This is an optimization exercise on Yosys and OpenROAD, whose aim is small area, a short achievable clock period and few clock cycles, not a production implementation.
In this exercise RTL edits were held to simulation tests only and were not proved equivalent to the original.
Power and IR drop assume default switching activity.

==> flow/design.v <==
module rpy_core (
    input  wire        clk,
    input  wire        rst,
    output wire [31:0] imem_addr,
    input  wire [31:0] imem_rdata,
    output wire [31:0] dmem_addr,
    output wire [3:0]  dmem_wstrb,
    output wire [31:0] dmem_wdata,
    input  wire [31:0] dmem_rdata,
    output wire        done,
    output wire        fault,
    output wire [2:0]  fault_cause,
    output wire [31:0] fault_pc,
    output wire [31:0] fault_info,
    input  wire [4:0]  dbg_raddr,
    output wire [31:0] dbg_rdata
);
    localparam [6:0] OP_ALU  = 7'b0110011,
                     OP_ALUI = 7'b0010011,
                     OP_LOAD = 7'b0000011,
                     OP_STOR = 7'b0100011,
                     OP_BR   = 7'b1100011;
    reg        done_r, fault_r;
    wire       run = !done_r && !fault_r;
    reg [1:0]  f_code;             
    reg [31:0] f_info;
    reg [31:0] regs [1:31];
    reg [31:0] fpc;                
    reg        dv;                 
    wire [31:0] ir  = imem_rdata;
    wire [6:0]  op  = ir[6:0];
    wire [2:0]  f3  = ir[14:12];
    wire [6:0]  f7  = ir[31:25];
    wire [4:0]  rd  = ir[11:7];
    wire [4:0]  rs1 = ir[19:15];
    wire [4:0]  rs2 = ir[24:20];
    wire [31:0] imm_i = {{20{ir[31]}}, ir[31:20]};
    wire [11:0] imm_s = {ir[31:25], ir[11:7]};
    wire d_r   = (op == OP_ALU) &&
                 ((f7 == 7'b0000000) ||
                  (f7 == 7'b0100000 && (f3 == 3'b000 || f3 == 3'b101)));
    wire d_i   = (op == OP_ALUI) &&
                 ((f3 != 3'b001 && f3 != 3'b101) ||
                  (f3 == 3'b001 && f7 == 7'b0000000) ||
                  (f3 == 3'b101 && (f7 == 7'b0000000 || f7 == 7'b0100000)));
    wire d_ld  = (op == OP_LOAD) &&
                 (f3 == 3'b000 || f3 == 3'b001 || f3 == 3'b010 ||
                  f3 == 3'b100 || f3 == 3'b101);
    wire d_st  = (op == OP_STOR) && (f3 == 3'b000 || f3 == 3'b001 || f3 == 3'b010);
    wire d_br  = (op == OP_BR) && (f3 != 3'b010 && f3 != 3'b011);
    wire d_zero = (ir == 32'd0);
    wire d_ill  = !(d_r || d_i || d_ld || d_st || d_br || d_zero);
    wire [4:0]    ra = run ? rs1 : dbg_raddr;
    wire [1023:0] rflat;
    genvar g;
    generate
        for (g = 0; g < 32; g = g + 1) begin : g_flat
            if (g == 0) begin : g_zero
                assign rflat[31:0] = 32'd0;
            end else begin : g_reg
                assign rflat[32*g +: 32] = regs[g];
            end
        end
    endgenerate
    wire [31:0] rfa, rfb;
    rpy_rfread u_rda (.q(rflat), .sel(ra),  .y(rfa));
    rpy_rfread u_rdb (.q(rflat), .sel(rs2), .y(rfb));
    assign dbg_rdata = rfa;
    reg        ev;
    reg [31:0] e_pc4;              
    reg [31:0] e_a, e_b;
    reg [11:0] e_imm;
    reg [2:0]  e_f3;
    reg [4:0]  e_rd;
    reg        e_wr;               
    reg        e_ld, e_st, e_br, e_ill, e_zero;
    reg        e_sub, e_sra;
    reg        w_we;
    reg [4:0]  w_rd;
    reg [31:0] w_res;
    reg        w_ld;
    reg [2:0]  w_f3;
    reg [1:0]  w_off;
    wire [31:0] alu_y;
    rpy_alu u_alu (.a(e_a), .b(e_b), .f3(e_f3), .sub(e_sub), .sra(e_sra), .y(alu_y));
    wire taken;
    rpy_brcmp u_brc (.a(e_a), .b(e_b), .f3(e_f3), .taken(taken));
    wire        ex       = run && ev;
    wire [31:0] ea;
    wire        misaligned;
    rpy_agu u_agu (
        .a(e_a), .imm(e_imm), .f3(e_f3[1:0]), .st(ex && e_st),
        .ea(ea), .misaligned(misaligned), .wstrb(dmem_wstrb)
    );
    wire x_done    = ex && e_zero;
    wire x_ill     = ex && e_ill;
    wire x_mis     = ex && (e_ld || e_st) && misaligned;
    wire x_fmis    = ex && e_br && taken && (fpc[1:0] != 2'b00);
    wire x_fault   = x_ill || x_mis || x_fmis;
    wire x_halt    = x_done || x_fault;
    wire x_redir   = ex && e_br && !taken;
    assign dmem_addr  = ea;
    assign dmem_wdata = e_f3[1] ? e_b : e_f3[0] ? {2{e_b[15:0]}} : {4{e_b[7:0]}};
    wire [31:0] ld_value;
    rpy_ldext u_ldx (.rdata(dmem_rdata), .off(w_off), .f3(w_f3), .y(ld_value));
    wire [31:0] wdata = w_ld ? ld_value : w_res;
    wire e_ldnz = ev && e_ld && (e_rd != 5'd0);
    wire stall  = e_ldnz && (rs1 == e_rd || rs2 == e_rd);
    wire d_go   = run && dv && !x_halt && !x_redir && !stall;
    wire [31:0] opa = (ev && e_wr && rs1 == e_rd) ? alu_y :
                      (w_we && rs1 == w_rd)       ? wdata : rfa;
    wire [31:0] opb = (ev && e_wr && rs2 == e_rd) ? alu_y :
                      (w_we && rs2 == w_rd)       ? wdata : rfb;
    wire [31:0] fpc4   = fpc + 32'd4;
    wire [19:0] hi_inc = fpc[31:12] + 20'd1;
    wire [19:0] hi_dec = fpc[31:12] - 20'd1;
    rpy_nextpc u_npc (
        .ir(ir), .dv(dv), .br_e(ex && e_br), .taken(taken), .e_ldnz(e_ldnz),
        .e_rd(e_rd), .fpc(fpc), .fpc4(fpc4), .hi_inc(hi_inc), .hi_dec(hi_dec),
        .e_pc4(e_pc4), .next_pc(imem_addr)
    );
    wire [31:0] rf_wd = wdata & {32{!rst}};
    generate
        for (g = 1; g < 32; g = g + 1) begin : g_rf
            always @(posedge clk)
                if (rst || (w_we && w_rd == g))
                    regs[g] <= rf_wd;
        end
    endgenerate
    always @(posedge clk) begin
        e_a    <= opa;
        e_b    <= (d_r || d_st || d_br) ? opb : imm_i;
        e_imm  <= d_st ? imm_s : ir[31:20];
        e_f3   <= f3;
        e_rd   <= rd;
        e_wr   <= (d_r || d_i) && (rd != 5'd0);
        e_ld   <= d_ld;
        e_st   <= d_st;
        e_br   <= d_br;
        e_ill  <= d_ill;
        e_zero <= d_zero;
        e_sub  <= (d_r && f3 == 3'b000 && f7[5]) ||
                  ((d_r || d_i) && (f3 == 3'b010 || f3 == 3'b011));
        e_sra  <= f3 == 3'b101 && f7[5];
        w_rd  <= e_rd;
        w_res <= alu_y;
        w_ld  <= e_ld;
        w_f3  <= e_f3;
        w_off <= ea[1:0];
        if (run && !x_ill && !x_mis)
            e_pc4 <= fpc4;
        if (run && !x_ill) begin
            if (x_mis) begin
                f_code <= e_ld ? 2'd2 : 2'd3;
                f_info <= ea;
            end else if (x_fmis) begin
                f_code <= 2'd0;
                f_info <= fpc;
            end else begin
                f_code <= 2'd1;
                f_info <= ir;
            end
        end
        if (rst) begin
            done_r  <= 1'b0;
            fault_r <= 1'b0;
            fpc     <= 32'hFFFF_FFFC;
            dv      <= 1'b0;
            ev      <= 1'b0;
            w_we    <= 1'b0;
        end else begin
            fpc  <= imem_addr;
            dv   <= 1'b1;
            ev   <= d_go;
            w_we <= ex && !x_halt && (e_wr || (e_ld && e_rd != 5'd0));
            if (x_done)  done_r  <= 1'b1;
            if (x_fault) fault_r <= 1'b1;
        end
    end
    assign done        = done_r;
    assign fault       = fault_r;
    assign fault_cause = {f_code, 1'b0};
    assign fault_pc    = e_pc4 - 32'd4;
    assign fault_info  = f_info;
endmodule
module rpy_rfread (
    input  wire [1023:0] q,
    input  wire [4:0]    sel,
    output wire [31:0]   y
);
    wire [31:0] hot = 32'd1 << sel;
    reg  [31:0] acc;
    integer k;
    always @* begin
        acc = 32'd0;
        for (k = 1; k < 32; k = k + 1)
            acc = acc | (q[32*k +: 32] & {32{hot[k]}});
    end
    assign y = acc;
endmodule
module rpy_alu (
    input  wire [31:0] a,
    input  wire [31:0] b,
    input  wire [2:0]  f3,
    input  wire        sub,        
    input  wire        sra,        
    output reg  [31:0] y
);
    wire [32:0] addsub = {1'b0, a} + {1'b0, b ^ {32{sub}}} + {32'd0, sub};
    wire [31:0] sum = addsub[31:0];
    wire ltu = !addsub[32];
    wire lts = (a[31] ^ b[31]) ? a[31] : sum[31];
    function [31:0] rev32(input [31:0] x);
        integer k;
        for (k = 0; k < 32; k = k + 1) rev32[k] = x[31 - k];
    endfunction
    wire        sh_left = (f3 == 3'b001);
    wire [31:0] sh_in   = sh_left ? rev32(a) : a;
    wire [32:0] sh_ext  = {sra & a[31], sh_in};
    wire [32:0] sh_out  = $signed(sh_ext) >>> b[4:0];
    always @* begin
        case (f3)
            3'b000:  y = sum;
            3'b001:  y = rev32(sh_out[31:0]);
            3'b010:  y = {31'd0, lts};
            3'b011:  y = {31'd0, ltu};
            3'b100:  y = a ^ b;
            3'b101:  y = sh_out[31:0];
            3'b110:  y = a | b;
            default: y = a & b;
        endcase
    end
endmodule
module rpy_brcmp (
    input  wire [31:0] a,
    input  wire [31:0] b,
    input  wire [2:0]  f3,
    output wire        taken
);
    wire eq  = (a == b);
    wire ltu = (a < b);
    wire lts = (a[31] ^ b[31]) ? a[31] : ltu;
    assign taken = f3[2] ? ((f3[1] ? ltu : lts) ^ f3[0]) : (eq ^ f3[0]);
endmodule
module rpy_agu (
    input  wire [31:0] a,
    input  wire [11:0] imm,
    input  wire [1:0]  f3,
    input  wire        st,         
    output wire [31:0] ea,
    output wire        misaligned,
    output reg  [3:0]  wstrb
);
    assign ea = a + {{20{imm[11]}}, imm};
    assign misaligned = (f3 == 2'b01 && ea[0]) || (f3 == 2'b10 && ea[1:0] != 2'b00);
    always @* begin
        if (!st || misaligned)
            wstrb = 4'b0000;
        else case (f3)
            2'b00:   wstrb = 4'b0001 << ea[1:0];
            2'b01:   wstrb = ea[1] ? 4'b1100 : 4'b0011;
            default: wstrb = 4'b1111;
        endcase
    end
endmodule
module rpy_ldext (
    input  wire [31:0] rdata,
    input  wire [1:0]  off,
    input  wire [2:0]  f3,
    output reg  [31:0] y
);
    wire [31:0] w = rdata >> {off, 3'b000};
    always @* begin
        case (f3)
            3'b000:  y = {{24{w[7]}},  w[7:0]};
            3'b001:  y = {{16{w[15]}}, w[15:0]};
            3'b100:  y = {24'd0, w[7:0]};
            3'b101:  y = {16'd0, w[15:0]};
            default: y = w;
        endcase
    end
endmodule
module rpy_nextpc (
    input  wire [31:0] ir,
    input  wire        dv,
    input  wire        br_e,       
    input  wire        taken,
    input  wire        e_ldnz,     
    input  wire [4:0]  e_rd,
    input  wire [31:0] fpc,
    input  wire [31:0] fpc4,
    input  wire [19:0] hi_inc,
    input  wire [19:0] hi_dec,
    input  wire [31:0] e_pc4,
    output wire [31:0] next_pc
);
    wire [12:0] imm_b = {ir[31], ir[7], ir[30:25], ir[11:8], 1'b0};
    wire [11:0] tg_lo = {1'b0, fpc[11:1]} + {1'b0, imm_b[11:1]};
    wire [19:0] tg_hi = (imm_b[12] == tg_lo[11]) ? fpc[31:12] :
                        tg_lo[11] ? hi_inc : hi_dec;
    wire [31:0] target = {tg_hi, tg_lo[10:0], fpc[0]};
    wire hold    = dv && e_ldnz && (ir[19:15] == e_rd || ir[24:20] == e_rd);
    wire predict = dv && (ir[6:0] == 7'b1100011);
    wire [31:0] d_next = hold ? fpc : predict ? target : fpc4;
    assign next_pc = (br_e && !taken) ? e_pc4 : d_next;
endmodule
==> flow/run.sh <==
#!/bin/bash
# synth_recipe.tcl (not shown) runs the flow's synth.tcl, then flattens the netlist and writes it again
# the make line also repeats each setting of config.mk as NAME=value (left out here)
make -C /OpenROAD-flow-scripts/flow DESIGN_CONFIG=/design/flow/config.mk WORK_HOME=/design/flow/orfs CLKGATE_MAP_FILE= SYNTH_SCRIPT=/design/flow/synth_recipe.tcl finish
==> flow/config.mk <==
export PLATFORM = sky130hd
export DESIGN_NAME = rpy_core
export DESIGN_NICKNAME = rpy_core
export VERILOG_FILES = /design/flow/design.v
export SDC_FILE = /design/flow/constraint.sdc
export NUM_CORES = 4
export LEC_CHECK = 0
export CAP_MARGIN = 20
export CORE_MARGIN = 2
export CORE_UTILIZATION = 40
export GPL_ROUTABILITY_DRIVEN = 1
export PLACE_DENSITY = 0.55
export SETUP_SLACK_MARGIN = 5
export SLEW_MARGIN = 20
export SYNTH_HIERARCHICAL = 1
export SYNTH_MINIMUM_KEEP_SIZE = 0
==> flow/constraint.sdc <==
create_clock -name core_clock -period 12.0 [get_ports {clk}]
set_input_delay 2.4000 -clock core_clock [delete_from_list [all_inputs] [get_ports {clk}]]
set_output_delay 2.4000 -clock core_clock [all_outputs]
set_load 0.01 [all_outputs]
==> impl_metrics.env, run 1 <==
export IMPL_clock_sinks=1230
export IMPL_cap_viol_max_count=0
export IMPL_p_leak_nw=32.1
export IMPL_synth_warnings=12
export IMPL_syn_cell_area_um2=68000
export IMPL_crit_family="simple AND/OR/NAND/NOR gates"
export IMPL_fp_dieArea_um2=173000
export IMPL_root_buffer="clkbuf_16"
export IMPL_synth_edf_count=1058
export IMPL_whs_path_depth=0
export IMPL_grt_pass1_vias=59000
export IMPL_yosysTopAreaCell="edfxtp_1"
export IMPL_ios=272
export IMPL_finalSetupViolCount=0
export IMPL_netlist_area_leader_share=0.467
export IMPL_stdcell_count=8992
export IMPL_fin_crit_ns=7.59
export IMPL_min_from="e_ld$_DFF_P_"
export IMPL_initial_core_util=0.402
export IMPL_fp_dieH_um=416
export IMPL_vias=65700
export IMPL_syn_nets=6245
export IMPL_cts_tree="done"
export IMPL_dpl_hpwl_mm=227
export IMPL_worst_pin_slew_ns=1.37
export IMPL_worst_path_max_delay_cell="or4b_4"
export IMPL_htree_levels=4
export IMPL_worstSetupEndpointType="primary output"
export IMPL_dr_max_layer_used="met5"
export IMPL_worstSkewPairLatency_ns=0.82
export IMPL_drc=0
export IMPL_wl_per_cell_um=42.0
export IMPL_synth_most_common_cell="edfxtp_1"
export IMPL_arrival_ns=5.19
export IMPL_worstPathCellList="buf_12, mux2_8, buf_6, buf_12, nor2b_4, buf_12, buf_6, a22o_1, a22oi_2, nand4_1, or4b_4, buf_6"
export IMPL_num_nets_final=6868
export IMPL_dp_cells=8254
export IMPL_layout_drive_gt1_share=0.242
export IMPL_antenna_found_initial=37
export IMPL_ant_nets=0
export IMPL_yosys_top_cells_area="edfxtp_1 47%, a22oi_1 6.6%, dfxtp_1 5.1%"
export IMPL_fin_crit_sh=0.633
export IMPL_wl_met3_mm=61.5
export IMPL_grt_pass1_wl_mm=499
export IMPL_worst_path_stages=12
export IMPL_path_buf_inv=6
export IMPL_drt_wl_total_mm=378
export IMPL_worstHoldPathType="reg -> reg"
export IMPL_async_reset_ff_frac=0
export IMPL_timing_fmax_ghz=0.132
export IMPL_reg2reg_from="fault_r$_SDFFE_PP0P_"
export IMPL_placementRows=151
export IMPL_setup_tns_ns=0
export IMPL_vdd_ir_drop_worst_mv=0.154
export IMPL_worstReg2RegEnd="e_a[22]$_DFF_P_"
export IMPL_n_fill_cell=14700
export IMPL_die_w_um=416
export IMPL_ys_seq_elements=1230
export IMPL_dr_wl_met2_mm=151
export IMPL_path_clk_slew_ns=0.07
export IMPL_firstDrtPassIters=11
export IMPL_wl_met1_mm=128
export IMPL_slew_headroom=0.0875
export IMPL_grt_max_degree=68
export IMPL_path_max_fanout=7
export IMPL_hold_viol=0
export IMPL_place_congestion=1.01
export IMPL_slowest_delay_ns=0.70
export IMPL_ys_types=126
export IMPL_ff2ff_path_depth=15
export IMPL_grtUsageTotal=0.416
export IMPL_outcome="complete, no violations"
export IMPL_hold_end="w_ld$_DFF_P_"
export IMPL_syn_inst=5995
export IMPL_drv_slew=0
export IMPL_fin_skew_ns=0.0524
export IMPL_cp_data_required_time_ns=9.60
export IMPL_portBuffers=270
export IMPL_synthFlopType="edfxtp_1"
export IMPL_cellPowerDensity_nw_per_um2=180
export IMPL_via_per_inst=7.31
export IMPL_drtIter0Drc=13700
export IMPL_cts_buffer_depth=3
export IMPL_cts_inserted_buffers=141
export IMPL_worstSetupPathType="in -> out"
export IMPL_overflow=0
export IMPL_start_kind="primary input"
export IMPL_seq_area_frac_synth=0.517
export IMPL_rsz0062_at_grt="yes"
export IMPL_coreArea_um2=169000
export IMPL_synthToLayoutAreaGrowth_pct=26.2
export IMPL_postSynthAreaPerCell_um2=11.4
export IMPL_synth_common_cells="1058 x edfxtp_1, 600 x a22oi_1, 402 x nand2_1"
export IMPL_reg2reg_slack_ns=6.96
==> Yosys stat by module (local to each module, per instance) <==
module      flip-flops and latches  area [µm²]
rpy_agu                          0        2100
rpy_rfread                       0        7040
rpy_alu                          0        6600
rpy_core                      1230       41400
rpy_brcmp                        0         877
rpy_ldext                        0         694
rpy_nextpc                       0        2250
==> report_power, final <==
| group | switching (mW) | total, mW | internal, mW |
|---|---|---|---|
| sequential | 0.534 | 5.83 | 5.30 |
| combinational | 3.18 | 5.15 | 1.97 |
| clock | 1.95 | 4.45 | 2.50 |
==> worst reg2reg max path: stages, from the launching register on <==
cell	delay, ns
dfxtp_1	0.40
nor2_4	0.81
mux2_8	0.55
buf_16	0.18
and3b_4	0.24
buf_6	0.15
buf_6	0.12
buf_4	0.14
o2bb2ai_4	0.12
a222oi_1	0.33
nor4b_4	0.34
o2111ai_4	0.24
buf_4	0.20
buf_4	0.12
nor2_1	0.79
o31ai_1	0.16
==> flip-flops by register name (all words and copies together) (netlist names), 2 cells and up <==
register / flops
f_info: 32
e_f3: 3
e_a: 32
e_b: 32
w_off: 2
e_imm: 12
w_rd: 5
w_res: 32
fpc: 32
f_code: 2
e_rd: 5
regs: 992
e_pc4: 32
w_f3: 3
==> stage by stage <==
stage	power, mW	setup WS, ns	hold WS (ns)	util	instance area [µm²]
floorplan	8.18	5.30	0.365	-	68000
global placement	10.3	2.04	0.444	0.435	73700
detailed placement	10.3	1.93	0.435	0.436	73800
CTS	15.0	4.53	0.464	0.495	83800
global route	15.8	4.52	0.477	0.507	85800
finish	15.4	4.41	0.467	0.507	85900
==> routing by layer <==
layer | global-route usage | vias to the layer above
met4 | 0.302 | 39
met3 | 0.199 | 2146
li1 | - | 24900
met1 | 0.495 | 31900
met2 | 0.584 | 6706
met5 | 0.0122 | -
==> cell families (layout without fill, tap and decap cells) <==
kind of cell | Yosys count | after routing | synth area share
xor+xnor | 217 | 217 | 0.0282
flops | 1230 | 1230 | 0.517
mux | 382 | 390 | 0.0658
fa+ha+maj | 179 | 179 | 0.0332
compound gates | 1688 | 1688 | 0.183
simple gates | 1715 | 1718 | 0.132
other cells | 1 | 43 | 0.0000551
buf+inv | 583 | 1309 | 0.0402
==> what timing repair did <==
action | CTS | global route
gates resized for setup | 839 | 235
buffers inserted | 300 | 112
setup endpoints to repair | 64 | 65
gates cloned | 20 | 5
hold buffers | 0 | 0
pin swaps | 184 | 151
==> layout by cell type (no fill, tap or decap), drive strengths merged, types with 28 or more instances in the layout <==
master,instances
a31oi,65
or2,36
dfxtp,172
a211o,28
clkinv,65
nor2b,38
nand3,171
nand4,158
clkbuf,189
mux4,45
mux2,83
and2,61
nor2,346
nor3,107
or4,56
a21o,41
nor4,30
a2111oi,48
a22oi,600
a22o,69
diode,42
o211ai,70
mux2i,262
o21ai,176
xnor2,92
inv,145
buf,702
o31ai,50
a21oi,247
clkdlybuf4s50,172
ha,176
and3,168
edfxtp,1058
a211oi,56
xor2,125
nand2,405
==> worst max-delay path by stage <==
stage	start	end	slack [ns]
final	imem_rdata[15]	dbg_rdata[1]	4.41
after global routing	imem_rdata[15]	dbg_rdata[1]	4.52
after CTS	dbg_raddr[3]	dbg_rdata[9]	4.53
after detailed placement	imem_rdata[19]	dbg_rdata[0]	1.93
after global placement	imem_rdata[19]	dbg_rdata[31]	2.04
after floorplan	imem_rdata[18]	dbg_rdata[27]	5.30
==> area by class of cell <==
class / count / area, µm² / share of cell area
multi-input combinational: 4193 / 33000 / 0.384
clock buffer: 166 / 3780 / 0.0440
tap: 2218 / 2780 / 0.0323
sequential: 1230 / 35300 / 0.411
antenna: 42 / 105 / 0.00122
clock inverter: 91 / 926 / 0.0108
timing repair buffer: 912 / 9520 / 0.111
inverter: 140 / 529 / 0.00616
Testbench counts, summed over its fixed seeds: cycles 165,346.
==> inputs of run 2 (changes only) <==
--- a/flow/config.mk
+++ b/flow/config.mk
@@ -9,5 +9,7 @@
 export CORE_MARGIN = 2
-export CORE_UTILIZATION = 40
+export CORE_UTILIZATION = 30
+export CTS_CLUSTER_DIAMETER = 80
+export CTS_CLUSTER_SIZE = 24
 export GPL_ROUTABILITY_DRIVEN = 1
-export PLACE_DENSITY = 0.55
+export PLACE_DENSITY = 0.45
 export SETUP_SLACK_MARGIN = 5
==> run 2 against run 1 <==
Effect of this change:
- still clean
- core utilization fell by 13 points
- register-to-register slack improved by 0.03 ns
- sequential share of layout area grew 0.40 points
- via count shrank 3.7%
- sequential power grew 0.9%
- cell count is 6.7% higher
- critical path type unchanged
- largest cell class unchanged
- largest power group unchanged
- highest routed layer unchanged
==> impl_metrics.env, run 2 <==
export IMPL_outcome="complete, no violations"
export IMPL_synth_adder_area_share=0.0332
export IMPL_fin_crit_sh=0.620
export IMPL_ios=272
export IMPL_synth_edf_count=1058
export IMPL_grt_pass1_wl_mm=524
export IMPL_syn_cell_area_um2=68000
export IMPL_fp_dieH_um=480
export IMPL_grt_max_degree=68
export IMPL_hold_viol=0
export IMPL_firstDrtPassIters=12
export IMPL_die_w_um=480
export IMPL_synth_mux_area_fraction=0.0658
export IMPL_dp_slack_ns=2.33
export IMPL_yosys_top_cells_area="edfxtp_1 47%, a22oi_1 6.6%, dfxtp_1 5.1%"
export IMPL_crit_family="simple AND/OR/NAND/NOR gates"
export IMPL_fin_skew_ns=0.0560
export IMPL_drt_wl_total_mm=399
export IMPL_worstPathCellList="buf_16, mux2_4, buf_6, buf_12, buf_16, nor3b_4, buf_6, and3_1, a2111oi_4, nand3_2, or4_4, buf_6"
export IMPL_via_per_inst=6.59
export IMPL_cap_viol_max_count=0
export IMPL_arrival_ns=5.04
export IMPL_seqPwrFrac=0.405
export IMPL_overflow=0
export IMPL_top_register="regs"
export IMPL_syn_inst=5995
export IMPL_slowest_delay_ns=0.55
export IMPL_p_leak_nw=31.2
export IMPL_ant_nets=0
export IMPL_yosysTopAreaCell="edfxtp_1"
export IMPL_seq_area_frac_synth=0.517
export IMPL_synth_most_common_cell="edfxtp_1"
export IMPL_htree_levels=3
export IMPL_path_max_fanout=7
export IMPL_synth_common_cells="1058 x edfxtp_1, 600 x a22oi_1, 402 x nand2_1"
export IMPL_fp_dieArea_um2=231000
export IMPL_portBuffers=270
export IMPL_coreArea_um2=225000
export IMPL_worstSkewPairLatency_ns=0.79
export IMPL_worstHoldPathType="reg -> reg"
export IMPL_ys_seq_elements=1230
export IMPL_vdd_ir_drop_worst_mv=0.118
export IMPL_synth_simple_gate_area_frac=0.132
export IMPL_drc=0
export IMPL_rsz0062_at_grt="yes"
export IMPL_worstSetupPathType="in -> out"
export IMPL_grtUsageTotal=0.332
export IMPL_initial_core_util=0.302
export IMPL_clockPowerShare=0.243
export IMPL_finalSetupViolCount=0
export IMPL_layout_drive_gt1_share=0.236
export IMPL_start_kind="primary input"
export IMPL_setup_tns_ns=0
export IMPL_path_buf_inv=6
export IMPL_async_reset_ff_frac=0
export IMPL_synthFlopType="edfxtp_1"
export IMPL_slew_headroom=0.134
export IMPL_syn_nets=6245
export IMPL_wl_per_cell_um=41.6
export IMPL_synthXorXnorAreaFrac=0.0282
export IMPL_worst_path_max_delay_cell="or4_4"
export IMPL_synth_top_family_by_area="compound AO/OA/AOI/OAI gates"
export IMPL_path_clk_slew_ns=0.08
export IMPL_drtIter0Drc=11600
export IMPL_timing_fmax_ghz=0.134
export IMPL_fin_ws_ns=4.56
export IMPL_ys_types=126
export IMPL_layout_commonest_cell="edfxtp_1"
export IMPL_placementRows=174
export IMPL_layout_common_cells="1058 x edfxtp_1, 559 x a22oi_1, 389 x nand2_1"
export IMPL_grt_pass1_vias=58400
export IMPL_cts_buffer_depth=3
export IMPL_postSynthAreaPerCell_um2=11.4
export IMPL_clock_sinks=1230
export IMPL_dpl_hpwl_mm=246
export IMPL_power_switching_mw=5.67
export IMPL_synthToLayoutAreaGrowth_pct=25.1
export IMPL_place_congestion=0.971
export IMPL_antenna_found_initial=36
export IMPL_worstSetupEndpointType="primary output"
export IMPL_worst_pin_slew_ns=1.30
export IMPL_cts_inserted_buffers=91
export IMPL_root_buffer="clkbuf_16"
export IMPL_drv_slew=0
export IMPL_crit_top_cell="buf_6"
export IMPL_netlist_area_leader_share=0.467
export IMPL_combPwrFrac=0.352
export IMPL_ctsHoldBuffers=0
export IMPL_power_share_switching=0.390
export IMPL_synth_compound_area_frac=0.183
export IMPL_cts_tree="done"
export IMPL_fin_crit_ns=7.44
export IMPL_cellPowerDensity_nw_per_um2=171
export IMPL_largest_register_ffs=992
export IMPL_vias=63300
export IMPL_synth_warnings=12
export IMPL_cp_data_required_time_ns=9.60
export IMPL_num_nets_final=6764
export IMPL_p_int_mw=8.87
==> run 2: layer usage <==
metal  up-vias  track usage  routed length, µm
met3      1538        0.121              54600
met4        39        0.212              31800
met5         -            0                319
li1      24700            -                  -
met1     31500        0.414             148000
met2      5521        0.482             165000
==> run 2: cell type report <==
type,instances,area [µm²]
clock buffers,95,2330
flip-flops and latches,1230,35300
multi-input cells,4196,33100
repair buffers,855,9140
clock inverters,74,971
inverters,140,529
well taps,2992,3740
diodes,15,37.5
fillers,21700,140000
==> run 2: repair_timing <==
item,in CTS,in global routing
resized for setup,984,111
gates cloned,28,3
hold endpoints to repair,0,0
endpoints found under the setup margin,64,64
pin swaps,221,113
buffers inserted,293,38
==> run 2: worst paths after layout <==
| kind | start | endpoint | slack [ns] | cells after the start |
|---|---|---|---|---|
| min | e_rd[0]$_DFF_P_ | w_rd[0]$_DFF_P_ | 0.47 | 0 |
| max | imem_rdata[18] | dbg_rdata[17] | 4.56 | 12 |
| max reg2reg | e_b[0]$_DFF_P_ | e_b[0]$_DFF_P_ | 6.99 | 14 |
| min reg2reg | e_rd[0]$_DFF_P_ | w_rd[0]$_DFF_P_ | 0.47 | 0 |
==> run 2: Yosys stat by module (local to each module, per instance) <==
module / cell area, µm² / flip-flops and latches
rpy_rfread: 7040 / 0
rpy_ldext: 694 / 0
rpy_agu: 2100 / 0
rpy_alu: 6600 / 0
rpy_brcmp: 877 / 0
rpy_nextpc: 2250 / 0
rpy_core: 41400 / 1230
==> run 2: logic make-up (layout without fill, tap and decap cells) <==
kind of cell	Yosys count	count (layout)
buffers and inverters	583	1164
and+or+nand+nor	1715	1723
DFF	1230	1230
AOI/OAI and AO/OA	1688	1688
other	1	16
muxes	382	388
xor gates and xnor gates	217	217
adders and majority gates	179	179
==> run 2: power groups by stage <==
stage          registers (mW)  logic, mW  clock network [mW]
2_1_floorplan            5.64       2.54                   0
3_3_place_gp             5.93       4.47                   0
3_5_place_dp             5.93       4.49                   0
4_1_cts                  5.85       4.89                3.54
5_1_grt                  5.92       5.30                3.68
6_report                 5.88       5.12                3.54
==> run 2: stage by stage <==
step                instances  cell area, µm²  hold slack (ns)  power, mW  utilization
floorplan                5995           68000            0.365       8.18            -
global placement         9048           74800            0.452       10.4        0.332
detailed placement       9050           74900            0.450       10.4        0.333
CTS                      9540           84200            0.467       14.3        0.374
global route             9583           85100            0.479       14.9        0.378
finish                   9597           85100            0.469       14.5        0.378
==> inputs of run 3 (changes only) <==
==> flow/flow/run.sh (new file) <==
#!/bin/bash
set -euo pipefail
bash standard.sh \
  "BUFFER_PORTS_ARGS=-buffer_cell sky130_fd_sc_hd__buf_1" \
  "CTS_ARGS=-sink_clustering_enable -repair_clock_nets -sink_clustering_size 24 -sink_clustering_max_diameter 80 -dont_use_dummy_load" \
  finish > standard_flow.log 2>&1
==> flow/standard.sh (new file) <==
#!/bin/bash
# synth_recipe.tcl (not shown) runs the flow's synth.tcl, then flattens the netlist and writes it again
# the make line also repeats each setting of config.mk as NAME=value (left out here)
make -C /OpenROAD-flow-scripts/flow DESIGN_CONFIG=/design/flow/config.mk WORK_HOME=/design/flow/orfs CLKGATE_MAP_FILE= SYNTH_SCRIPT=/design/flow/synth_recipe.tcl "${@:-finish}"
removed: flow/run.sh
==> run 3 against run 2 <==
Effect of this change:
- still clean on timing, DRC and antenna
- worst hold slack got worse by 0.041 ns
- area after synthesis unchanged
- maximum frequency about the same
- cell count decreased by 0.77%
- total power decreased by 5.6%
- register-to-register slack improved by 0.09 ns
- count of clock-buffer cells in the layout decreased by 1
- sequential cell count unchanged
- core utilization decreased by 0.97 points
- non-clock buffer count decreased by 7
- die area unchanged
- routed wire length increased by 0.18%
- critical endpoint is now dbg_rdata[0]
- largest power group unchanged
==> impl_metrics.env, run 3 <==
export IMPL_cp_data_required_time_ns=9.60
export IMPL_drv_slew=0
export IMPL_vias=63200
export IMPL_yosysTopAreaCell="edfxtp_1"
export IMPL_ctsHoldBuffers=0
export IMPL_cellPowerDensity_nw_per_um2=166
export IMPL_via_per_inst=6.64
export IMPL_fin_skew_ns=0.111
export IMPL_path_max_fanout=8
export IMPL_grt_max_degree=68
export IMPL_netlist_area_leader_share=0.467
export IMPL_vdd_ir_drop_worst_mv=0.129
export IMPL_timing_fmax_ghz=0.134
export IMPL_antenna_found_initial=35
export IMPL_htree_levels=3
export IMPL_worstSkewPairLatency_ns=0.80
export IMPL_num_nets_final=6758
export IMPL_grtUsageTotal=0.331
export IMPL_synth_common_cells="1058 x edfxtp_1, 600 x a22oi_1, 402 x nand2_1"
export IMPL_seq_area_frac_synth=0.517
export IMPL_rsz0062_at_grt="yes"
export IMPL_postSynthAreaPerCell_um2=11.4
export IMPL_crit_top_cell="buf_12"
export IMPL_coreArea_um2=225000
export IMPL_worst_pin_slew_ns=1.35
export IMPL_ys_seq_elements=1230
export IMPL_start_kind="primary input"
export IMPL_drtIter0Drc=11800
export IMPL_initial_core_util=0.302
export IMPL_crit_family="simple AND/OR/NAND/NOR gates"
export IMPL_fin_crit_ns=7.44
export IMPL_synthFlopType="edfxtp_1"
export IMPL_fin_crit_sh=0.620
export IMPL_ios=272
export IMPL_path_clk_slew_ns=0.09
export IMPL_drc=0
export IMPL_placementRows=174
export IMPL_cts_inserted_buffers=94
export IMPL_p_leak_nw=30.1
export IMPL_p_total_mw=13.7
export IMPL_grt_pass1_vias=57700
export IMPL_layout_commonest_cell="edfxtp_1"
export IMPL_slowest_delay_ns=0.67
export IMPL_dpl_hpwl_mm=248
export IMPL_synth_edf_count=1058
export IMPL_root_buffer="clkbuf_16"
export IMPL_syn_inst=5995
export IMPL_largest_register_ffs=992
export IMPL_async_reset_ff_frac=0
export IMPL_yosys_top_cells_area="edfxtp_1 47%, a22oi_1 6.6%, dfxtp_1 5.1%"
export IMPL_setup_tns_ns=0
export IMPL_path_buf_inv=5
export IMPL_outcome="complete, no violations"
export IMPL_overflow=0
export IMPL_clock_sinks=1230
export IMPL_synth_most_common_cell="edfxtp_1"
export IMPL_layout_common_cells="1058 x edfxtp_1, 549 x a22oi_1, 390 x nand2_1"
export IMPL_cts_tree="done"
export IMPL_drt_wl_total_mm=400
export IMPL_ys_types=126
export IMPL_worstHoldPathType="reg -> reg"
export IMPL_syn_nets=6245
export IMPL_finalSetupViolCount=0
export IMPL_cap_viol_max_count=0
export IMPL_slew_headroom=0.0987
export IMPL_worstSetupEndpointType="primary output"
export IMPL_grt_pass1_wl_mm=522
export IMPL_layout_drive_gt1_share=0.219
export IMPL_syn_cell_area_um2=68000
export IMPL_wl_per_cell_um=42.0
export IMPL_place_congestion=0.998
export IMPL_n_fill_cell=22000
export IMPL_synthToLayoutAreaGrowth_pct=21.9
export IMPL_ant_nets=0
export IMPL_fp_dieH_um=480
export IMPL_synth_warnings=12
export IMPL_top_register="regs"
export IMPL_arrival_ns=5.04
export IMPL_worstPathCellList="buf_12, mux2_4, buf_12, or3b_4, nor2_4, buf_12, buf_6, a22oi_1, nand3_1, or4_4, buf_6"
export IMPL_portBuffers=270
export IMPL_firstDrtPassIters=12
export IMPL_die_w_um=480
export IMPL_fp_dieArea_um2=231000
export IMPL_worstSetupPathType="in -> out"
export IMPL_hold_viol=0
export IMPL_worst_path_max_delay_cell="or4_4"
export IMPL_cts_buffer_depth=3
## run 3: cell counts after synthesis
Identical to the previous run, type by type.
## run 3: final timing paths
kind	end	cells after the start	slack, ns	startpoint
hold reg to reg	w_ld$_DFF_P_	0	0.43	e_ld$_DFF_P_
setup reg to reg	e_b[14]$_DFF_P_	12	7.08	e_f3[0]$_DFF_P_
setup / recovery	dbg_rdata[0]	11	4.56	imem_rdata[19]
hold / removal	w_ld$_DFF_P_	0	0.43	e_ld$_DFF_P_
## run 3: cells by family after synthesis
| logic type | synth area share |
|---|---|
| compound gates | 0.183 |
| xor+xnor | 0.0282 |
| fa+ha+maj | 0.0332 |
| buf+inv | 0.0402 |
| flops | 0.517 |
| mux | 0.0658 |
| other cells | 0.0000551 |
| simple gates | 0.132 |
## run 3: where the power goes
group          total (mW)  switching, mW  internal, mW
Combinational        4.93           3.17          1.75
Sequential           5.86          0.570          5.29
Clock                2.94           1.57          1.37
Total                13.7           5.31          8.42
## run 3: what timing repair did
action	4_1_cts	5_1_grt
setup buffers	243	59
pin swaps	175	126
setup endpoints to repair	64	58
gates resized for setup	593	178
endpoints found under the hold margin	0	0
gates cloned	31	4
## run 3: cell type report
cell class	count	area (µm²)	area share
Tap cell	2992	3740	0.0451
Clock buffer	94	2350	0.0284
Timing Repair Buffer	848	8030	0.0968
Sequential cell	1230	35300	0.425
Antenna cell	25	62.6	0.000754
Inverter	140	529	0.00638
Multi-Input combinational cell	4194	33000	0.397
## run 3: metrics by stage
stage	instance area (µm²)	hold WS [ns]	worst slack, ns	std cells	utilization
final	82900	0.427	4.56	9523	0.368
after CTS	81400	0.419	4.65	9434	0.361
after global routing	82900	0.427	4.57	9504	0.368
after global placement	73300	0.444	2.78	9061	0.326
after floorplan	68000	0.365	5.30	5995	-
after detailed placement	73400	0.450	2.78	9066	0.326
## run 3: Yosys stat by module, one instance, submodules excluded
| module | flops+latches | cell area (µm²) | cells inside |
|---|---|---|---|
| rpy_core | 1230 | 41400 | 2264 |
| rpy_rfread | 0 | 7040 | 999 |
| rpy_alu | 0 | 6600 | 879 |
| rpy_nextpc | 0 | 2250 | 330 |
| rpy_agu | 0 | 2100 | 296 |
| rpy_brcmp | 0 | 877 | 121 |
| rpy_ldext | 0 | 694 | 107 |
## run 3: metal layers
metal	part of all wire	wire length [µm]	global-route usage	vias up
met2	0.41	165000	0.479	5693
met1	0.37	147000	0.414	31400
met5	0.0013	522	0.0135	-
met4	0.079	31500	0.205	28
li1	-	-	-	24500
met3	0.14	55600	0.124	1567
## run 3: worst reg2reg max path, cell delays in order (launching register included)
cell      delay (ns)
dfxtp_2         0.32
buf_4           0.38
nor3b_4         0.29
buf_4           0.64
mux2i_1         0.53
o21ai_0         0.18
a221oi_1        0.71
mux2i_1         0.29
nor2_1          0.20
o21ai_0         0.13
a31oi_1         0.86
nand2_1         0.10
a31oi_1         0.19
==> inputs of run 4 (changes only) <==
--- a/flow/design.v
+++ b/flow/design.v
@@ -52,3 +52,6 @@
     wire d_ill  = !(d_r || d_i || d_ld || d_st || d_br || d_zero);
-    wire [4:0]    ra = run ? rs1 : dbg_raddr;
+    wire [31:0] hot_a;
+    wire [31:0] hot_b;
+    rpy_dec2 u_deca (.sel_a(rs1), .en_a(run), .sel_b(dbg_raddr), .en_b(!run), .hot(hot_a));
+    rpy_dec1 u_decb (.sel(rs2), .hot(hot_b));
     wire [1023:0] rflat;
@@ -65,4 +68,4 @@
     wire [31:0] rfa, rfb;
-    rpy_rfread u_rda (.q(rflat), .sel(ra),  .y(rfa));
-    rpy_rfread u_rdb (.q(rflat), .sel(rs2), .y(rfb));
+    rpy_rfread u_rda (.q(rflat), .hot(hot_a), .y(rfa));
+    rpy_rfread u_rdb (.q(rflat), .hot(hot_b), .y(rfb));
     assign dbg_rdata = rfa;
@@ -185,8 +188,22 @@
 endmodule
+module rpy_dec2 (
+    input  wire [4:0]  sel_a,
+    input  wire        en_a,
+    input  wire [4:0]  sel_b,
+    input  wire        en_b,
+    output wire [31:0] hot
+);
+    assign hot = ((32'd1 << sel_a) & {32{en_a}}) | ((32'd1 << sel_b) & {32{en_b}});
+endmodule
+module rpy_dec1 (
+    input  wire [4:0]  sel,
+    output wire [31:0] hot
+);
+    assign hot = 32'd1 << sel;
+endmodule
 module rpy_rfread (
     input  wire [1023:0] q,
-    input  wire [4:0]    sel,
+    input  wire [31:0]   hot,
     output wire [31:0]   y
 );
-    wire [31:0] hot = 32'd1 << sel;
     reg  [31:0] acc;
==> run 4 against run 3 <==
Effect of this change:
- via count down 15%
- area after synthesis down 4.1%
- still clean
- routed wire length down 24%
- register-to-register slack worse by 0.25 ns
- sequential share of layout area up 4.4 points
- critical path type unchanged
- die area down 4.1%
- cell count down 8.9%
- cell area down 9.4%
- clock skew down 0.0083 ns
- total power down 11%
- critical endpoint is now dbg_rdata[7]
- first-iteration DRC count down 32%
==> impl_metrics.env, run 4 <==
export IMPL_seqPwrFrac=0.468
export IMPL_outcome="complete, no violations"
export IMPL_cts_inserted_buffers=84
export IMPL_drc=0
export IMPL_fp_dieArea_um2=221000
export IMPL_layout_drive_gt1_share=0.158
export IMPL_drtIter0Drc=7991
export IMPL_path_max_fanout=32
export IMPL_slowest_delay_ns=0.63
export IMPL_worstSetupPathType="in -> out"
export IMPL_cap_viol_max_count=0
export IMPL_drv_slew=0
export IMPL_num_nets_final=6053
export IMPL_clock_sinks=1230
export IMPL_firstDrtPassIters=10
export IMPL_cellPowerDensity_nw_per_um2=162
export IMPL_worst_pin_slew_ns=1.18
export IMPL_wl_per_cell_um=35.2
export IMPL_path_buf_inv=5
export IMPL_vdd_ir_drop_worst_mv=0.102
export IMPL_hold_viol=0
export IMPL_final_core_util=0.347
export IMPL_gr_max_usage_layer="met2"
export IMPL_reg2reg_slack_ns=6.83
export IMPL_worstSetupEndpointType="primary output"
export IMPL_placementRows=171
export IMPL_fin_crit_ns=7.18
export IMPL_crit_top_cell="buf_6"
export IMPL_initial_core_util=0.301
export IMPL_ff2ff_path_depth=13
export IMPL_place_congestion=0.944
export IMPL_rsz0062_at_grt="yes"
export IMPL_ant_nets=0
export IMPL_grt_pass1_vias=51800
export IMPL_grtUsageMet1=0.336
export IMPL_layout_common_cells="1058 x edfxtp_1, 768 x a22oi_1, 316 x nand2_1"
export IMPL_p_int_mw=7.80
export IMPL_grtUsageTotal=0.266
export IMPL_fin_crit_sh=0.598
export IMPL_slew_headroom=0.212
export IMPL_dpl_hpwl_mm=192
export IMPL_grt_max_degree=68
export IMPL_via_per_inst=6.21
export IMPL_path_clk_slew_ns=0.09
export IMPL_syn_inst=5561
export IMPL_synth_warnings=12
export IMPL_met3_usage=0.0554
export IMPL_setup_tns_ns=0
export IMPL_layout_commonest_cell="edfxtp_1"
export IMPL_synthToLayoutAreaGrowth_pct=15.1
export IMPL_arrival_ns=4.78
export IMPL_top_register="regs"
export IMPL_clockPowerShare=0.223
export IMPL_power_switching_mw=4.37
export IMPL_worstSkewPairLatency_ns=0.81
export IMPL_worstHoldPathType="reg -> reg"
export IMPL_overflow=0
export IMPL_coreArea_um2=217000
export IMPL_grtUsageMet2=0.423
export IMPL_antenna_found_initial=17
export IMPL_syn_nets=5811
export IMPL_power_share_switching=0.359
export IMPL_syn_cell_area_um2=65300
export IMPL_cts_tree="done"
export IMPL_fp_dieH_um=470
export IMPL_portBuffers=270
export IMPL_timing_fmax_ghz=0.139
export IMPL_root_buffer="clkbuf_16"
export IMPL_grt_pass1_wl_mm=418
export IMPL_largest_register_ffs=992
export IMPL_postSynthAreaPerCell_um2=11.7
export IMPL_die_w_um=470
export IMPL_ctsHoldBuffers=0
export IMPL_min_from="e_wr$_DFF_P_"
export IMPL_whs_path_depth=2
export IMPL_combPwrFrac=0.309
export IMPL_drt_wl_total_mm=305
export IMPL_ios=272
export IMPL_vias=53900
export IMPL_cp_data_required_time_ns=9.60
export IMPL_finalSetupViolCount=0
export IMPL_worst_path_max_delay_cell="or4_4"
export IMPL_fin_skew_ns=0.103
export IMPL_p_leak_nw=26.0
export IMPL_worstPathCellList="buf_6, clkbuf_4, nand3b_1, buf_4, o22ai_4, buf_12, a22oi_1, nand4_1, or4_4, buf_6"
export IMPL_worstReg2RegEnd="e_b[28]$_DFF_P_"
export IMPL_cts_buffer_depth=3
export IMPL_htree_levels=3
export IMPL_start_kind="primary input"
export IMPL_hold_end="w_we$_SDFF_PP0_"
export IMPL_crit_family="simple AND/OR/NAND/NOR gates"
export IMPL_reg2reg_from="e_f3[0]$_DFF_P_"
run 4: worst max path at each step:
stage                   start             to  slack (ns)  depth (start not counted)
4_1_cts        imem_rdata[19]  dbg_rdata[18]        4.88                         12
2_1_floorplan   imem_rdata[8]   imem_addr[9]        5.34                          9
3_5_place_dp   imem_rdata[19]   dbg_rdata[6]        3.87                          9
6_report       imem_rdata[18]   dbg_rdata[7]        4.82                         10
5_1_grt        imem_rdata[19]  dbg_rdata[18]        4.81                         12
3_3_place_gp   imem_rdata[19]   dbg_rdata[6]        3.91                          9
run 4: layout make-up:
type	count	area, µm²
diodes	25	62.6
clock buffers	84	2100
fillers	21300	142000
inverters	150	563
well taps	2854	3570
repair buffers	553	4080
multi-input cells	3784	29500
flip-flops and latches	1230	35200
run 4: repair_timing:
| item | in CTS | in global routing |
|---|---|---|
| gates cloned | 12 | 3 |
| gates resized for setup | 230 | 89 |
| buffers inserted | 69 | 9 |
| pin swaps | 90 | 64 |
| endpoints found under the setup margin | 63 | 62 |
run 4: worst register-to-register path: stages (launching register included):
cell and delay [ns]:
dfxtp_2 0.42, buf_4 0.37, nor3b_4 0.41, buf_4 0.65, xnor2_1 0.23, mux2i_1 0.45
mux2i_1 0.18, mux2i_1 0.24, mux2i_1 0.14, a211oi_1 0.82, a221oi_1 0.31, nor2_1 0.47
nand2_1 0.10, a31oi_1 0.28
run 4: power by group through the flow:
stage | clock [mW] | combinational, mW | sequential, mW
floorplan | 0 | 2.17 | 5.59
global placement | 0 | 3.48 | 5.77
detailed placement | 0 | 3.50 | 5.77
CTS | 2.76 | 3.67 | 5.68
global route | 2.88 | 3.99 | 5.74
finish | 2.71 | 3.76 | 5.69
run 4: metal layers:
layer / vias to the layer above / wire (µm)
met2: 3218 / 140000
met4: 4 / 18800
met1: 27400 / 119000
li1: 22600 / -
met5: - / 28
met3: 665 / 27900
run 4: per-stage QoR:
stage | setup WS (ns) | total power [mW] | hold slack (ns) | std cells | instance area [µm²]
after floorplan | 5.34 | 7.76 | 0.364 | 5561 | 65300
after global placement | 3.91 | 9.25 | 0.468 | 8477 | 70600
after detailed placement | 3.87 | 9.26 | 0.458 | 8478 | 70600
after CTS | 4.88 | 12.1 | 0.471 | 8643 | 74500
after global routing | 4.81 | 12.6 | 0.495 | 8673 | 75100
final | 4.82 | 12.2 | 0.490 | 8680 | 75100
Testbench counts of run 4, summed over its fixed seeds: cycles 165,346.
==> inputs of run 5 (changes only) <==
==> flow/run.sh (new file) <==
#!/bin/bash
# synth_recipe.tcl (not shown) runs the flow's synth.tcl, then flattens the netlist and writes it again
# the make line also repeats each setting of config.mk as NAME=value (left out here)
make -C /OpenROAD-flow-scripts/flow DESIGN_CONFIG=/design/flow/config.mk WORK_HOME=/design/flow/orfs CLKGATE_MAP_FILE= SYNTH_SCRIPT=/design/flow/synth_recipe.tcl finish
removed: flow/flow/run.sh
removed: flow/standard.sh
==> run 5 against run 4 <==
Effect of this change:
- highest routed layer is now met4
- sequential share of layout area decreased by 2.5 points
- sequential cell count unchanged
- first-iteration DRC count decreased by 0.36%
- global-route usage increased by 0.56 points
- via count increased by 1.7%
- maximum frequency decreased by 0.78%
- non-clock buffer count increased by 95
==> impl_metrics.env, run 5 <==
export IMPL_power_switching_mw=4.80
export IMPL_finalInstanceArea_um2=79400
export IMPL_p_int_mw=8.44
export IMPL_htree_levels=3
export IMPL_reg2reg_slack_ns=6.49
export IMPL_layout_commonest_cell="edfxtp_1"
export IMPL_reg2reg_from="e_f3[0]$_DFF_P_"
export IMPL_placed_area_um2=72200
export IMPL_syn_inst=5561
export IMPL_fin_crit_sh=0.603
export IMPL_layout_common_cells="1058 x edfxtp_1, 766 x a22oi_1, 305 x nand2_1"
export IMPL_worstReg2RegEnd="e_b[3]$_DFF_P_"
export IMPL_wl_per_cell_um=35.4
export IMPL_timing_fmax_ghz=0.138
export IMPL_fp_dieH_um=470
export IMPL_fin_skew_ns=0.0641
export IMPL_p_leak_nw=28.0
export IMPL_drv_slew=0
export IMPL_grtUsageTotal=0.271
export IMPL_min_from="e_wr$_DFF_P_"
export IMPL_cellPowerDensity_nw_per_um2=167
export IMPL_grt_pass1_vias=51600
export IMPL_hold_viol=0
export IMPL_clock_sinks=1230
export IMPL_cts_inserted_buffers=85
export IMPL_combPwrFrac=0.318
export IMPL_grt_pass1_wl_mm=424
export IMPL_firstDrtPassIters=10
export IMPL_initial_core_util=0.301
export IMPL_cts_tree="done"
export IMPL_path_max_fanout=5
export IMPL_postSynthAreaPerCell_um2=11.7
export IMPL_vias=54800
export IMPL_path_clk_slew_ns=0.09
export IMPL_worst_pin_slew_ns=1.26
export IMPL_synth_warnings=12
export IMPL_cp_data_required_time_ns=9.60
export IMPL_fp_dieArea_um2=221000
export IMPL_start_kind="primary input"
export IMPL_arrival_ns=4.83
export IMPL_drt_wl_total_mm=313
export IMPL_layout_drive_gt1_share=0.199
export IMPL_ff2ff_path_depth=15
export IMPL_slew_headroom=0.151
export IMPL_die_w_um=470
export IMPL_placementRows=171
export IMPL_hold_end="w_we$_SDFF_PP0_"
export IMPL_overflow=0
export IMPL_clockPowerShare=0.252
export IMPL_grt_max_degree=68
export IMPL_drc=0
export IMPL_worst_path_max_delay_cell="or4_4"
export IMPL_path_buf_inv=7
export IMPL_dpl_hpwl_mm=195
export IMPL_finalSetupViolCount=0
export IMPL_rsz0062_at_grt="yes"
export IMPL_worstSkewPairLatency_ns=0.79
export IMPL_place_congestion=0.923
export IMPL_worstSetupEndpointType="primary output"
export IMPL_syn_cell_area_um2=65300
export IMPL_portBuffers=270
export IMPL_coreArea_um2=217000
export IMPL_worstSetupPathType="in -> out"
export IMPL_outcome="complete, no violations"
export IMPL_crit_family="buffers and inverters"
export IMPL_ant_nets=0
export IMPL_worstPathCellList="buf_6, buf_12, nand3b_1, buf_6, buf_8, o22ai_4, buf_6, buf_16, a22o_1, a221oi_2, nand3_1, or4_4, buf_6"
export IMPL_vdd_ir_drop_worst_mv=0.118
export IMPL_cap_viol_max_count=0
export IMPL_power_share_switching=0.362
export IMPL_fin_crit_ns=7.23
export IMPL_crit_top_cell="buf_6"
export IMPL_worstHoldPathType="reg -> reg"
export IMPL_drtIter0Drc=7962
export IMPL_seqPwrFrac=0.430
export IMPL_antenna_found_initial=15
export IMPL_ios=272
export IMPL_setup_tns_ns=0
export IMPL_ctsHoldBuffers=0
export IMPL_largest_register_ffs=992
export IMPL_syn_nets=5811
export IMPL_whs_path_depth=2
export IMPL_synthToLayoutAreaGrowth_pct=21.6
export IMPL_top_register="regs"
export IMPL_cts_buffer_depth=3
export IMPL_via_per_inst=6.20
export IMPL_num_nets_final=6151
export IMPL_root_buffer="clkbuf_16"
export IMPL_slowest_delay_ns=0.62
-- run 5: cell type report --
type,instances,area [µm²]
multi-input combinational,3786,30200
timing repair buffer,648,6680
sequential,1230,35200
antenna,20,50.0
tap,2854,3570
fill,20900,137000
inverter,150,563
clock buffer,94,2260
clock inverter,61,845
-- run 5: power groups by stage --
stage,Combinational [mW],Sequential [mW],Clock (mW)
2_1_floorplan,2.17,5.59,0
3_3_place_gp,3.76,5.77,0
3_5_place_dp,3.77,5.77,0
4_1_cts,4.03,5.68,3.39
5_1_grt,4.44,5.75,3.53
6_report,4.21,5.70,3.33
-- run 5: routing by layer --
metal | track usage | part of all wire
met1 | 0.352 | 0.39
met2 | 0.424 | 0.45
met3 | 0.0598 | 0.097
met5 | 0 | 0
met4 | 0.139 | 0.056
-- run 5: stage by stage --
step	power (mW)	utilization	setup slack (ns)	instances	hold slack, ns
2_1_floorplan	7.76	-	5.34	5561	0.364
3_3_place_gp	9.54	0.333	3.03	8470	0.463
3_5_place_dp	9.54	0.333	3.03	8470	0.460
4_1_cts	13.1	0.362	4.82	8806	0.441
5_1_grt	13.7	0.366	4.77	8838	0.449
6_report	13.2	0.366	4.77	8843	0.449
-- run 5: worst reg2reg max path, stage by stage, from the launching register on --
cell and delay, ns:
dfxtp_2 0.42, buf_4 0.40, buf_4 0.57, nor3b_4 0.26, buf_4 0.65, xnor2_1 0.25
mux2i_1 0.46, mux2i_1 0.17, mux2i_1 0.18, mux2i_1 0.12, a211oi_1 0.84, nand2_1 0.18
a31oi_1 0.58, inv_1 0.08, o21ai_0 0.18, o22a_1 0.16
-- run 5: how the worst max path moves through the flow --
stage | end | cells past startpoint | slack (ns) | from
floorplan | imem_addr[9] | 9 | 5.34 | imem_rdata[8]
finish | dbg_rdata[10] | 13 | 4.77 | imem_rdata[19]
detailed placement | dbg_rdata[16] | 9 | 3.03 | imem_rdata[19]
global route | dbg_rdata[16] | 13 | 4.77 | imem_rdata[19]
global placement | dbg_rdata[6] | 9 | 3.03 | imem_rdata[16]
CTS | dbg_rdata[16] | 13 | 4.82 | imem_rdata[19]
-- run 5: what timing repair did --
action / 4_1_cts / 5_1_grt
gates resized for setup: 689 / 130
cloned: 26 / 1
endpoints found under the setup margin: 64 / 64
buffers inserted: 155 / 16
pin swaps: 159 / 109

re-timing with driven ports:
The results above use ideal ports. As a check the final layouts listed here were re-extracted and re-timed, cells and wires unchanged.
Step 1 (the two cells are an assumption about what drives the block):
set clk [get_ports {clk}]
set_driving_cell -lib_cell sky130_fd_sc_hd__clkbuf_16 $clk
set_driving_cell -lib_cell sky130_fd_sc_hd__buf_2 [delete_from_list [all_inputs] $clk]
Step 2 adds t to the input delays and takes it off the output delays; t is the mean of the earliest and latest rising clock arrival at the registers after step 1. Input paths then give back, and output paths get back, about the clock's delay inside the block.
Slacks: no drivers / after step 1 / after step 2; pairs: no drivers / after step 1.
run	t (ns)	setup slack, ns	worst setup path at the end	clock arrival spread, ns	cell pins on the clock port's net
run 1	0.892	4.405 / 4.356 / 4.356	input to output	0.054 / 0.054	1
run 2	0.876	4.559 / 4.426 / 4.426	input to output	0.080 / 0.080	1
run 3	0.843	4.558 / 4.473 / 4.473	input to output	0.116 / 0.116	1
run 4	0.837	4.822 / 4.615 / 4.615	input to output	0.138 / 0.138	1
run 5	0.851	4.766 / 4.626 / 4.626	input to output	0.071 / 0.071	1
After both steps setup and hold are still met in every run listed. For run 4, which loses most, drivers alone change the setup slack by -0.207 ns; drivers and shift together by -0.207 ns.
